Context: an optimization exercise on an open-source flow, tuned for small area. The choices shown serve that exercise and are no tape-out recipe.
Function was checked by simulation only, so behaviour that the tests miss may differ from the original.
Power is estimated from default activity; no workload was simulated.

## run A
## keyscan16
module keyscan16 (
    input  wire        clk,
    input  wire        rst,
    input  wire [15:0] cfg_np,
    input  wire [15:0] cfg_nr,
    input  wire [15:0] cfg_l1,
    input  wire [15:0] cfg_l2,
    input  wire [15:0] cfg_l3,
    input  wire [15:0] cfg_ndc,
    input  wire        scan,
    input  wire [15:0] keys,
    input  wire        clear,
    output wire        ready,
    output wire [7:0]  ev_key,
    output wire [2:0]  ev_kind,
    output wire [3:0]  ev_state,
    output reg  [15:0] ev_mask
);
    localparam integer RW = 34;
    reg [16*RW-1:0] ring;
    reg [3:0]       phase;
    reg             busy;       
    reg             init;       
    reg             force_ch;   
    reg [7:0]       smp_lo;     
    reg [7:0]       smp_hi;     
    reg [1:0]       cands;
    reg             anyheld;
    reg             hi_em;      
    reg             active;
    reg             ev_none;
    reg [3:0]       ev_idx;
    reg [2:0]       ev_k;
    reg             ev_z;       
    assign ev_key   = {{4{ev_none}}, ev_idx};
    assign ev_kind  = ev_k;
    assign ev_state = ev_z ? 4'd0 : (ev_k == 3'd6 ? 4'd6 : {1'b0, ev_k} + 4'd1);
    wire first = (phase[2:0] == 3'd0);
    wire last  = (phase[2:0] == 3'd7);
    assign ready = first & ~busy;
    wire accept_scan  = ready & scan;
    wire accept_clear = ready & clear;
    wire step = busy | accept_scan;
    wire swap = phase[3];
    wire s_lo = accept_scan ? keys[0] : smp_lo[0];
    wire s_hi = accept_scan ? keys[8] : smp_hi[0];
    wire [RW-1:0] tail0, tail8;
    wire          held0, held8, cand0, cand8, emit0, emit8;
    wire [2:0]    kind0, kind8;
    wire          z0, z8;
    keyscan_key u_step0 (
        .rec(ring[0 +: RW]), .sample(swap ? s_hi : s_lo),
        .init(init), .force_ch(force_ch), .step(step),
        .cfg_np(cfg_np), .cfg_nr(cfg_nr), .cfg_l1(cfg_l1), .cfg_l2(cfg_l2),
        .cfg_l3(cfg_l3), .cfg_ndc(cfg_ndc),
        .rec_nx(tail0), .is_held(held0), .is_cand(cand0),
        .emit(emit0), .emit_kind(kind0), .emit_idle(z0)
    );
    keyscan_key u_step8 (
        .rec(ring[8*RW +: RW]), .sample(swap ? s_lo : s_hi),
        .init(init), .force_ch(force_ch), .step(step),
  ...
clock: 12.0 ns
lec_check: 0
cap_margin: 20
core_margin: 2
core_utilization: 40
cts_buf_list: sky130_fd_sc_hd__clkbuf_16
cts_cluster_diameter: 100
cts_cluster_size: 30
slew_margin: 20
run.sh (not shown) runs the stock make flow with config.mk's settings and CLKGATE_MAP_FILE= SYNTH_SCRIPT=/design/flow/synth_recipe.tcl, a recipe that flattens the netlist after the stock synthesis.
[inputs] run B vs run A
==> flow/flow/run.sh (new file) <==
#!/bin/bash
# Own layout flow: the standard flow, except that synthesis maps the
# logic with an area-oriented ABC script and without ORFS's adder maps.
# Registers come out exactly as in the standard synthesis.
set -euo pipefail
W=$(pwd)
export FLOW_FLOW_DIR="$W/flow"
make -C "$FLOW_HOME" DESIGN_CONFIG="$W/config.mk" WORK_HOME="$W/orfs" CLKGATE_MAP_FILE= \
  SYNTH_SCRIPT="$W/flow/synth.tcl" ADDER_MAP_FILE= synth > "$W/synth.log" 2>&1
bash "$W/standard.sh" > "$W/layout.log" 2>&1
==> flow/flow/area.abc (new file) <==
strash
&get -n
&st
&deepsyn -T 30
&dch -f
&nf -R 1000
&put
==> flow/flow/synth.tcl (new file) <==
# The standard synthesis (synth_recipe.tcl), with two changes to the
# combinational mapping only: no Kogge-Stone carry map, and ABC run with
# an area-oriented script (flow/area.abc) instead of ORFS's speed script.
proc synth {args} {
  set i [lsearch $args -extra-map]
  if {$i >= 0} { set args [lreplace $args $i [expr {$i + 1}]] }
  yosys synth -nofsm -noshare {*}$args
}
proc abc {args} {
  set out {}
  set skip 0
  foreach a $args {
    if {$skip} { set skip 0; continue }
    if {$a eq "-script" || $a eq "-D"} { set skip 1; continue }
    lappend out $a
  }
  yosys abc -script $::env(FLOW_FLOW_DIR)/area.abc {*}$out
}
source $::env(SCRIPTS_DIR)/synth.tcl
# left out here: clear keep_hierarchy, flatten, clean up, hide names made inside functions, write 1_2_yosys.v
==> flow/standard.sh (new file) <==
#!/bin/bash
# synth_recipe.tcl (not shown) runs the flow's synth.tcl, then flattens the netlist and writes it again
# the make line also repeats each setting of config.mk as NAME=value (left out here)
make -C /OpenROAD-flow-scripts/flow DESIGN_CONFIG=/design/flow/config.mk WORK_HOME=/design/flow/orfs CLKGATE_MAP_FILE= SYNTH_SCRIPT=/design/flow/synth_recipe.tcl "${@:-finish}"
removed: flow/run.sh
- Against run A as the reference, run B delivers a higher part of the cycle the worst path needs.
- Changes observed in run B relative to run A: power moved down, highest clock rate now smaller, worst setup slack shrank by 0.091 ns.
- Higher combinational power goes to run A over run B.
- Run B was carried through to the last stage, and its layout satisfied the timing, design-rule and antenna checks.
- Cell with the biggest individual delay on the critical path = sky130_fd_sc_hd__clkdlybuf4s50_1: run B; cell with the biggest individual delay on the critical path = sky130_fd_sc_hd__mux4_2: run A
diff inputs: run B => run C
==> flow/flow/run.sh <==
#!/bin/bash
# Own layout flow: the standard flow, except that synthesis maps the
# logic with an area-oriented ABC script and without ORFS's adder maps
# (registers come out exactly as in the standard synthesis), and that the
# buffer placed on every input and output port is the smallest buffer cell.
set -euo pipefail
W=$(pwd)
export FLOW_FLOW_DIR="$W/flow"
make -C "$FLOW_HOME" DESIGN_CONFIG="$W/config.mk" WORK_HOME="$W/orfs" CLKGATE_MAP_FILE= \
  SYNTH_SCRIPT="$W/flow/synth.tcl" ADDER_MAP_FILE= synth > "$W/synth.log" 2>&1
bash "$W/standard.sh" "BUFFER_PORTS_ARGS=-buffer_cell sky130_fd_sc_hd__buf_1" finish > "$W/layout.log" 2>&1
[summary]
Looking at critical-path cell with the highest stage delay, the sky130_fd_sc_hd__clkdlybuf4s50_1 result is from run B; the sky130_fd_sc_hd__or3_1 one comes from run C. [run C] clock network power share rose 0.2 points relative to run B. Run C vs. run B: final cycle utilization of the critical path went up by 0.31 points. Slew of the pin with the lowest slew margin came out higher on run C than on run B.

========
== job 101 ==
Another version of the RTL of keyscan16 (not shown whole).
Size in the first run: about 1300 cells after synthesis, roughly 150 I/O pins.
clock: 12.0 ns
lec_check: 0
cap_margin: 20
core_margin: 2
core_utilization: 40
cts_buf_list: sky130_fd_sc_hd__clkbuf_16
cts_cluster_diameter: 100
cts_cluster_size: 30
slew_margin: 20
standard.sh (not shown) runs the stock make flow with config.mk's settings and CLKGATE_MAP_FILE= SYNTH_SCRIPT=/design/flow/synth_recipe.tcl, a recipe that flattens the netlist after the stock synthesis.
==> flow/flow/run.sh <==
#!/bin/bash
# Own layout flow: the standard flow, except that synthesis maps the
# logic with an area-oriented ABC script and without ORFS's adder maps
# (registers come out exactly as in the standard synthesis).
set -euo pipefail
W=$(pwd)
export FLOW_FLOW_DIR="$W/flow"
make -C "$FLOW_HOME" DESIGN_CONFIG="$W/config.mk" WORK_HOME="$W/orfs" CLKGATE_MAP_FILE= \
  SYNTH_SCRIPT="$W/flow/synth.tcl" ADDER_MAP_FILE= synth > "$W/synth.log" 2>&1
bash "$W/standard.sh" > "$W/layout.log" 2>&1
==> flow/flow/area.abc <==
strash
&get -n
&st
&deepsyn -T 150
&st
&deepsyn -T 150
&dch -f
&nf -R 1000 -p -F 8 -C 32
&put
==> flow/flow/synth.tcl <==
# The standard synthesis (synth_recipe.tcl), with two changes to the
# combinational mapping only: no Kogge-Stone carry map, and ABC run with
# an area-oriented script (flow/area.abc) instead of ORFS's speed script.
proc synth {args} {
  set i [lsearch $args -extra-map]
  if {$i >= 0} { set args [lreplace $args $i [expr {$i + 1}]] }
  yosys synth -nofsm -noshare {*}$args
}
proc abc {args} {
  set out {}
  set skip 0
  foreach a $args {
    if {$skip} { set skip 0; continue }
    if {$a eq "-script" || $a eq "-D"} { set skip 1; continue }
    lappend out $a
  }
  yosys abc -script $::env(FLOW_FLOW_DIR)/area.abc {*}$out
}
source $::env(SCRIPTS_DIR)/synth.tcl
# left out here: clear keep_hierarchy, flatten, clean up, hide names made inside functions, write 1_2_yosys.v
diff inputs: job 101 => job 102
==> flow/flow/run.sh <==
#!/bin/bash
# Own layout flow: the standard flow, except that synthesis maps the
# logic with an area-oriented ABC script and without ORFS's adder maps
# (registers come out exactly as in the standard synthesis), and that the
# buffer placed on every input and output port is the smallest buffer cell.
set -euo pipefail
W=$(pwd)
export FLOW_FLOW_DIR="$W/flow"
make -C "$FLOW_HOME" DESIGN_CONFIG="$W/config.mk" WORK_HOME="$W/orfs" CLKGATE_MAP_FILE= \
  SYNTH_SCRIPT="$W/flow/synth.tcl" ADDER_MAP_FILE= synth > "$W/synth.log" 2>&1
bash "$W/standard.sh" "BUFFER_PORTS_ARGS=-buffer_cell sky130_fd_sc_hd__buf_1" finish > "$W/layout.log" 2>&1
==> flow/flow/area.abc <==
strash
&get -n
&st
&deepsyn -T 30
&dch -f
&nf -R 1000
&put
[summary]
- Job 101 → job 102: fraction of synthesized cell area in xor and xnor cells increased 0.27 points, post-placement setup slack went down 350 ps, combined buffer and inverter count along the critical path has increased, final worst setup slack decreased 350 ps, multi-input gate share of the layout cell area grew by 1.4 points.
- Re power: job 101 and job 102 aren't equal, and the lower value belongs to job 102.
- Measured against each other, job 101 and job 102 differ in via count of the first global-routing pass, the higher figure coming from job 101.
- Job 102 vs job 101, worst endpoint data arrival time went up by 320 ps.
- | post-synth design cell area | job 101 vs job 102 | ≈ equal |
Inputs modified between job 102 and job 103:
==> flow/flow/area.abc <==
strash
&get -n
&st
&deepsyn -T 150
&st
&deepsyn -T 150
&dch -f
&nf -R 1000 -p -F 8 -C 32
&put
Notes after the runs:
Job 103 | status: complete | timing, DRC, antenna: pass. Job 102: full flow OK, the timing, design-rule and antenna checks passed. Job 103 vs job 102: routed wire length on met2 up. Job 103 improves on job 102 in worst setup timing slack at the placement stage. In the metrics for job 103 and job 102, the one carrying the higher sequential share of power is job 102. On post-route minimum period, the higher figure sits with job 102, not job 103. In job 103 the total power turned out 1.6% higher than in job 102. Signal arrival time at the worst endpoint was lower in the run labelled job 103.

-- re-timing with driven ports --
Ports are ideal in the flow. The routed layouts listed here were re-timed in OpenROAD. Step 1 assumes that a clkbuf_16 drives the clock port and a buf_2 every other input. Step 2 times the ports against the registers' clock, not the clock port: input delays grow and output delays shrink by t, the midpoint of the rising clock arrivals with the driver on. a / b / c = no drivers / after step 1 / after step 2; a / b = the first two.
run | shift t [ns] | slack for setup (ns) | worst setup path at the end | clock arrival spread, ns
run A | 0.641 | 1.056 / 1.090 / 0.449 | input to register | 0.021 / 0.021
run B | 0.609 | 0.965 / 0.974 / 0.365 | input to register | 0.020 / 0.021
run C | 0.606 | 0.927 / 0.936 / 0.346 | input to register | 0.020 / 0.020
job 101 | 0.599 | 1.633 / 1.643 / 1.044 | input to register | 0.043 / 0.042
job 102 | 0.607 | 1.281 / 1.306 / 0.699 | input to register | 0.019 / 0.019
job 103 | 0.613 | 1.705 / 1.732 / 1.119 | input to register | 0.034 / 0.034
After both steps setup and hold are still met in every run listed. The setup slack of run A, which loses most, moves by +0.034 ns with the drivers and by -0.607 ns with both steps.
